From an optimization exercise on the open Yosys and OpenROAD flow, aimed at small area and a short achievable clock period; shortcuts taken in it are not production practice.
Where RTL was checked, it was by simulation tests only, not by an equivalence proof against the original.
Power is estimated from default activity; no workload was simulated.

== P ==
==> flow/design.v <==
module scp_crc8_byte (
    input  wire [7:0] acc,
    input  wire [7:0] data,
    output reg  [7:0] next
);
    integer i;
    always @(*) begin
        next = acc ^ data;
        for (i = 0; i < 8; i = i + 1)
            next = next[0] ? ((next >> 1) ^ 8'h8C) : (next >> 1);
    end
endmodule
module scp_crc16_byte (
    input  wire [15:0] acc,
    input  wire [7:0]  data,
    output reg  [15:0] next
);
    integer i;
    always @(*) begin
        next = acc ^ {8'h00, data};
        for (i = 0; i < 8; i = i + 1)
            next = next[0] ? ((next >> 1) ^ 16'h8408) : (next >> 1);
    end
endmodule
module scp_rx #(
    parameter BUF_BYTES = 64
) (
    input  wire                   clk,
    input  wire                   rst,
    input  wire [7:0]             cfg_sof,
    input  wire                   cfg_dup_suppress,
    input  wire [15:0]            cfg_max_dlen,
    input  wire [7:0]             cfg_prev_seq_reset,
    input  wire [63:0]            cfg_sub_ids,
    input  wire [3:0]             cfg_sub_en,
    input  wire                   in_valid,
    input  wire [7:0]             in_byte,
    input  wire                   abort,
    output reg                    ev_valid,
    output reg  [2:0]             ev_code,
    output wire [15:0]            ev_cmd,
    output wire [15:0]            ev_dlen,
    output wire [8*BUF_BYTES-1:0] ev_payload
);
    localparam [2:0] EV_NONE = 3'd0, EV_BAD_SOF = 3'd1, EV_DLEN_OVERFLOW = 3'd2,
                     EV_CRC8_MISMATCH = 3'd3, EV_CRC16_MISMATCH = 3'd4,
                     EV_DUPLICATE = 3'd5, EV_UNKNOWN_CMD = 3'd6, EV_DISPATCH = 3'd7;
    reg        in_take;         
    reg        in_abort;
    reg [7:0]  in_b;            
    reg        in_is_sof;       
    reg        in_lo_big;       
    always @(posedge clk) begin
        in_take   <= in_valid && !rst;
        in_abort  <= abort && !rst;
        in_b      <= in_byte;
        in_is_sof <= (in_byte == cfg_sof);
        in_lo_big <= (in_byte > 8'd64) ||
                     (cfg_max_dlen[15:8] == 8'd0 && in_byte > cfg_max_dlen[7:0]);
    end
    reg st_sof, st_dlen0, st_dlen1, st_seq, st_crc8, st_cmd0, st_cmd1, st_data,
        st_c16a, st_c16b;
    reg [6:0]  rx_dlen;         
    reg        rx_dlen_big;     
    reg [7:0]  rx_prev_seq;
    reg        rx_abandon;
    reg [15:0] rx_cmd;
    reg        rx_sub;          
    reg        rx_c16_lo_ok;    
    reg [7:0]  rx_row_n;        
    reg [7:0]  rx_col_n;        
    reg [6:0]  rx_rem;          
    reg        rx_last;         
    reg [7:0]  rx_c8_acc;
    reg [15:0] rx_c16_acc;
    reg [7:0]  rx_buf [0:BUF_BYTES-1];
    assign ev_cmd  = rx_cmd;
    assign ev_dlen = {9'd0, rx_dlen};
    genvar g;
    generate
        for (g = 0; g < BUF_BYTES; g = g + 1) begin : g_payload
            assign ev_payload[8*g +: 8] = rx_buf[g];
        end
    endgenerate
    wire [7:0]  c8_fed;
    wire [15:0] c16_fed;
    scp_crc8_byte  u_c8  (.acc(st_sof ? 8'hFF : rx_c8_acc),     .data(in_b), .next(c8_fed));
    scp_crc16_byte u_c16 (.acc(st_sof ? 16'hFFFF : rx_c16_acc), .data(in_b), .next(c16_fed));
    wire take      = in_take;
    wire is_sof    = in_is_sof;
    wire dlen_big  = rx_dlen_big || (in_b != 8'd0);
    wire c8_ok     = (in_b == rx_c8_acc);
    wire c16_ok    = rx_c16_lo_ok && (in_b == rx_c16_acc[15:8]);
    reg subscribed;
    integer k;
    always @(*) begin
        subscribed = 1'b0;
        for (k = 0; k < 4; k = k + 1)
            if (cfg_sub_en[k] && cfg_sub_ids[16*k +: 16] == rx_cmd)
                subscribed = 1'b1;
    end
    integer b;
    always @(posedge clk) begin
        for (b = 0; b < BUF_BYTES; b = b + 1)
            if (!rx_row_n[b / 8] && !rx_col_n[b % 8])
                rx_buf[b] <= in_b;
    end
    always @(posedge clk) begin
        rx_sub <= subscribed;
        if (take) begin
            rx_c8_acc <= c8_fed;
            if (!(st_c16a || st_c16b))
                rx_c16_acc <= c16_fed;
        end
        if (take && st_dlen0) begin
            rx_dlen     <= in_b[6:0];
            rx_dlen_big <= in_lo_big;
        end
        if (take && st_seq)
            rx_abandon <= cfg_dup_suppress && (in_b == rx_prev_seq);
        if (take && st_cmd0) rx_cmd[7:0]  <= in_b;
        if (take && st_cmd1) rx_cmd[15:8] <= in_b;
        if (take && st_c16a) rx_c16_lo_ok <= (in_b == rx_c16_acc[7:0]);
        if (take && st_cmd1) begin
            rx_row_n <= 8'hFE;
            rx_col_n <= 8'hFE;
            rx_rem  <= rx_dlen;
            rx_last <= (rx_dlen == 7'd1);
        end else if (take && st_data) begin
            rx_col_n <= {rx_col_n[6:0], rx_col_n[7]};
            if (!rx_col_n[7])
                rx_row_n <= {rx_row_n[6:0], 1'b1};
            rx_rem  <= rx_rem - 7'd1;
            rx_last <= (rx_rem == 7'd2);
        end
        if (rst) begin
            rx_prev_seq <= cfg_prev_seq_reset;
        end else if (take && st_seq && cfg_dup_suppress) begin
            rx_prev_seq <= in_b;
        end
        if (rst) begin
            {st_sof, st_dlen0, st_dlen1, st_seq, st_crc8, st_cmd0, st_cmd1, st_data,
             st_c16a, st_c16b} <= 10'b1000000000;
            ev_valid <= 1'b0;
        end else begin
            ev_valid <= take;
            if (in_abort) begin
                {st_sof, st_dlen0, st_dlen1, st_seq, st_crc8, st_cmd0, st_cmd1, st_data,
                 st_c16a, st_c16b} <= 10'b1000000000;
            end else if (take) begin
                st_sof   <= (st_sof && !is_sof) || (st_dlen1 && dlen_big) ||
                            (st_crc8 && !c8_ok) || st_c16b;
                st_dlen0 <= st_sof && is_sof;
                st_dlen1 <= st_dlen0;
                st_seq   <= st_dlen1 && !dlen_big;
                st_crc8  <= st_seq;
                st_cmd0  <= st_crc8 && c8_ok;
                st_cmd1  <= st_cmd0;
                st_data  <= (st_cmd1 && rx_dlen != 7'd0) || (st_data && !rx_last);
                st_c16a  <= (st_cmd1 && rx_dlen == 7'd0) || (st_data && rx_last);
                st_c16b  <= st_c16a;
            end
        end
        if (st_sof && !is_sof)
            ev_code <= EV_BAD_SOF;
        else if (st_dlen1 && dlen_big)
            ev_code <= EV_DLEN_OVERFLOW;
        else if (st_crc8 && !c8_ok)
            ev_code <= EV_CRC8_MISMATCH;
        else if (st_c16b)
            ev_code <= !c16_ok    ? EV_CRC16_MISMATCH :
                       rx_abandon ? EV_DUPLICATE :
                       !rx_sub    ? EV_UNKNOWN_CMD : EV_DISPATCH;
        else
            ev_code <= EV_NONE;
    end
endmodule
==> flow/config.mk <==
export PLATFORM = sky130hd
export DESIGN_NAME = scp_rx
export DESIGN_NICKNAME = scp_rx
export VERILOG_FILES = /design/flow/design.v
export SDC_FILE = /design/flow/constraint.sdc
export NUM_CORES = 4
export LEC_CHECK = 0
export CAP_MARGIN = 20
export CORE_MARGIN = 2
export CORE_UTILIZATION = 60
export SETUP_SLACK_MARGIN = 2.7
export SLEW_MARGIN = 20
==> flow/constraint.sdc <==
create_clock -name core_clock -period 5.0 [get_ports {clk}]
set_input_delay 1.0000 -clock core_clock [delete_from_list [all_inputs] [get_ports {clk}]]
set_output_delay 1.0000 -clock core_clock [all_outputs]
set_load 0.01 [all_outputs]
standard.sh (not shown) runs the stock make flow with config.mk's settings and CLKGATE_MAP_FILE= SYNTH_SCRIPT=/design/flow/synth_recipe.tcl, a recipe that flattens the netlist after the stock synthesis.
==> flow/flow/run.sh <==
#!/bin/bash
# The standard ORFS layout (the standard.sh), with the port buffers that
# global placement inserts made sky130_fd_sc_hd__buf_1 instead of the delay
# buffer buffer_ports picks by itself. Every input and output port still gets
# its buffer; nothing else in the flow changes.
set -euo pipefail
export BUFFER_PORTS_ARGS="-buffer_cell sky130_fd_sc_hd__buf_1"
export CTS_ARGS="-sink_clustering_enable -repair_clock_nets -dont_use_dummy_load -sink_clustering_size 30 -sink_clustering_max_diameter 80 -buf_list {sky130_fd_sc_hd__clkbuf_8 sky130_fd_sc_hd__clkbuf_16}"
bash standard.sh > orfs_make.log 2>&1
Here is what was changed in the inputs of Q compared with P.
-- flow/design.v --
<<< P, line 46
                     EV_CRC8_MISMATCH = 3'd3, EV_CRC16_MISMATCH = 3'd4,
                     EV_DUPLICATE = 3'd5, EV_UNKNOWN_CMD = 3'd6, EV_DISPATCH = 3'd7;
    reg        in_take;         
    reg        in_abort;
    reg [7:0]  in_b;            
    reg        in_is_sof;       
    reg        in_lo_big;       
    always @(posedge clk) begin
        in_take   <= in_valid && !rst;
        in_abort  <= abort && !rst;
        in_b      <= in_byte;
        in_is_sof <= (in_byte == cfg_sof);
        in_lo_big <= (in_byte > 8'd64) ||
                     (cfg_max_dlen[15:8] == 8'd0 && in_byte > cfg_max_dlen[7:0]);
    end
    reg st_sof, st_dlen0, st_dlen1, st_seq, st_crc8, st_cmd0, st_cmd1, st_data,
        st_c16a, st_c16b;
>>> Q, line 46
                     EV_CRC8_MISMATCH = 3'd3, EV_CRC16_MISMATCH = 3'd4,
                     EV_DUPLICATE = 3'd5, EV_UNKNOWN_CMD = 3'd6, EV_DISPATCH = 3'd7;
    reg st_sof, st_dlen0, st_dlen1, st_seq, st_crc8, st_cmd0, st_cmd1, st_data,
        st_c16a, st_c16b;
<<< P, line 85
    wire [7:0]  c8_fed;
    wire [15:0] c16_fed;
    scp_crc8_byte  u_c8  (.acc(st_sof ? 8'hFF : rx_c8_acc),     .data(in_b), .next(c8_fed));
    scp_crc16_byte u_c16 (.acc(st_sof ? 16'hFFFF : rx_c16_acc), .data(in_b), .next(c16_fed));
    wire take      = in_take;
    wire is_sof    = in_is_sof;
    wire dlen_big  = rx_dlen_big || (in_b != 8'd0);
    wire c8_ok     = (in_b == rx_c8_acc);
    wire c16_ok    = rx_c16_lo_ok && (in_b == rx_c16_acc[15:8]);
    reg subscribed;
    integer k;
>>> Q, line 72
    wire [7:0]  c8_fed;
    wire [15:0] c16_fed;
    scp_crc8_byte  u_c8  (.acc(st_sof ? 8'hFF : rx_c8_acc),     .data(in_byte), .next(c8_fed));
    scp_crc16_byte u_c16 (.acc(st_sof ? 16'hFFFF : rx_c16_acc), .data(in_byte), .next(c16_fed));
    wire take      = in_valid;
    wire is_sof    = (in_byte == cfg_sof);
    wire dlen_big  = rx_dlen_big || (in_byte != 8'd0);
    wire c8_ok     = (in_byte == rx_c8_acc);
    wire c16_ok    = rx_c16_lo_ok && (in_byte == rx_c16_acc[15:8]);
    reg subscribed;
    integer k;
<<< P, line 104
        for (b = 0; b < BUF_BYTES; b = b + 1)
            if (!rx_row_n[b / 8] && !rx_col_n[b % 8])
                rx_buf[b] <= in_b;
    end
    always @(posedge clk) begin
>>> Q, line 91
        for (b = 0; b < BUF_BYTES; b = b + 1)
            if (!rx_row_n[b / 8] && !rx_col_n[b % 8])
                rx_buf[b] <= in_byte;
    end
    always @(posedge clk) begin
<<< P, line 114
        end
        if (take && st_dlen0) begin
            rx_dlen     <= in_b[6:0];
            rx_dlen_big <= in_lo_big;
        end
        if (take && st_seq)
            rx_abandon <= cfg_dup_suppress && (in_b == rx_prev_seq);
        if (take && st_cmd0) rx_cmd[7:0]  <= in_b;
        if (take && st_cmd1) rx_cmd[15:8] <= in_b;
        if (take && st_c16a) rx_c16_lo_ok <= (in_b == rx_c16_acc[7:0]);
        if (take && st_cmd1) begin
            rx_row_n <= 8'hFE;
            rx_col_n <= 8'hFE;
            rx_rem  <= rx_dlen;
            rx_last <= (rx_dlen == 7'd1);
        end else if (take && st_data) begin
            rx_col_n <= {rx_col_n[6:0], rx_col_n[7]};
            if (!rx_col_n[7])
                rx_row_n <= {rx_row_n[6:0], 1'b1};
            rx_rem  <= rx_rem - 7'd1;
            rx_last <= (rx_rem == 7'd2);
        end
        if (rst) begin
            rx_prev_seq <= cfg_prev_seq_reset;
        end else if (take && st_seq && cfg_dup_suppress) begin
            rx_prev_seq <= in_b;
        end
        if (rst) begin
>>> Q, line 101
        end
        if (take && st_dlen0) begin
            rx_dlen     <= in_byte[6:0];
            rx_dlen_big <= (in_byte > 8'd64) ||
                           (cfg_max_dlen[15:8] == 8'd0 && in_byte > cfg_max_dlen[7:0]);
        end
        if (take && st_seq)
            rx_abandon <= cfg_dup_suppress && (in_byte == rx_prev_seq);
        if (take && st_cmd0) rx_cmd[7:0]  <= in_byte;
        if (take && st_cmd1) rx_cmd[15:8] <= in_byte;
        if (take && st_c16a) rx_c16_lo_ok <= (in_byte == rx_c16_acc[7:0]);
        if (take && st_cmd1) begin
            rx_row_n <= 8'hFE;
            rx_col_n <= 8'hFE;
            rx_rem   <= rx_dlen;
            rx_last  <= (rx_dlen == 7'd1);
        end else if (take && st_data) begin
            rx_col_n <= {rx_col_n[6:0], rx_col_n[7]};
            if (!rx_col_n[7])
                rx_row_n <= {rx_row_n[6:0], 1'b1};
            rx_rem   <= rx_rem - 7'd1;
            rx_last  <= (rx_rem == 7'd2);
        end
        if (rst) begin
            rx_prev_seq <= cfg_prev_seq_reset;
        end else if (take && st_seq && cfg_dup_suppress) begin
            rx_prev_seq <= in_byte;
        end
        if (rst) begin
<<< P, line 145
        end else begin
            ev_valid <= take;
            if (in_abort) begin
                {st_sof, st_dlen0, st_dlen1, st_seq, st_crc8, st_cmd0, st_cmd1, st_data,
                 st_c16a, st_c16b} <= 10'b1000000000;
>>> Q, line 133
        end else begin
            ev_valid <= take;
            if (abort) begin
                {st_sof, st_dlen0, st_dlen1, st_seq, st_crc8, st_cmd0, st_cmd1, st_data,
                 st_c16a, st_c16b} <= 10'b1000000000;
Findings:
Q vs P — initial DRC count climbed by a few percent. Clock power went down by a few percent going from P to Q. Looking at P and Q, the final critical-path share of the clock period is a wash. Largest fanout on the critical path: P vs Q identical. In the final design statistics, Q uses fewer standard cells in total than P. From Q to P, maximum level of the CTS H-tree did not move at all. The overall via count from detail_route on Q is in line with that on P. Compared with P, Q shows a combinational share of power that is 4.3 points lower. Total sequential power sits lower in Q than in P.
The RTL of P was laid out without a check of its function.

port drivers added, routing unchanged:
No port has a modelled driver above. Below, the same layouts with a new extraction and two added sets of constraints. Step 1: set_driving_cell puts a clkbuf_16 on clk and a buf_2 on each other input, an assumption about the parent block. Step 2 adds t to the input delays and takes it off the output delays; t is the mean of the earliest and latest rising clock arrival at the registers after step 1. Input paths then give back, and output paths get back, about the clock's delay inside the block. Three values: ideal ports, drivers, drivers and shift; two values: the first two.
run	t, ns	setup WS [ns]	worst setup path after step 2	worst data-port slew with drivers (ns)	pins driven straight from the clock port
P	0.615	2.720 / 2.666 / 2.630	input to register	0.08	1
Q	0.599	2.725 / 2.672 / 2.196	input to register	0.05	1
After both steps every run listed still meets setup and hold. For Q, which loses most, drivers alone change the setup slack by -0.053 ns; drivers and shift together by -0.529 ns.
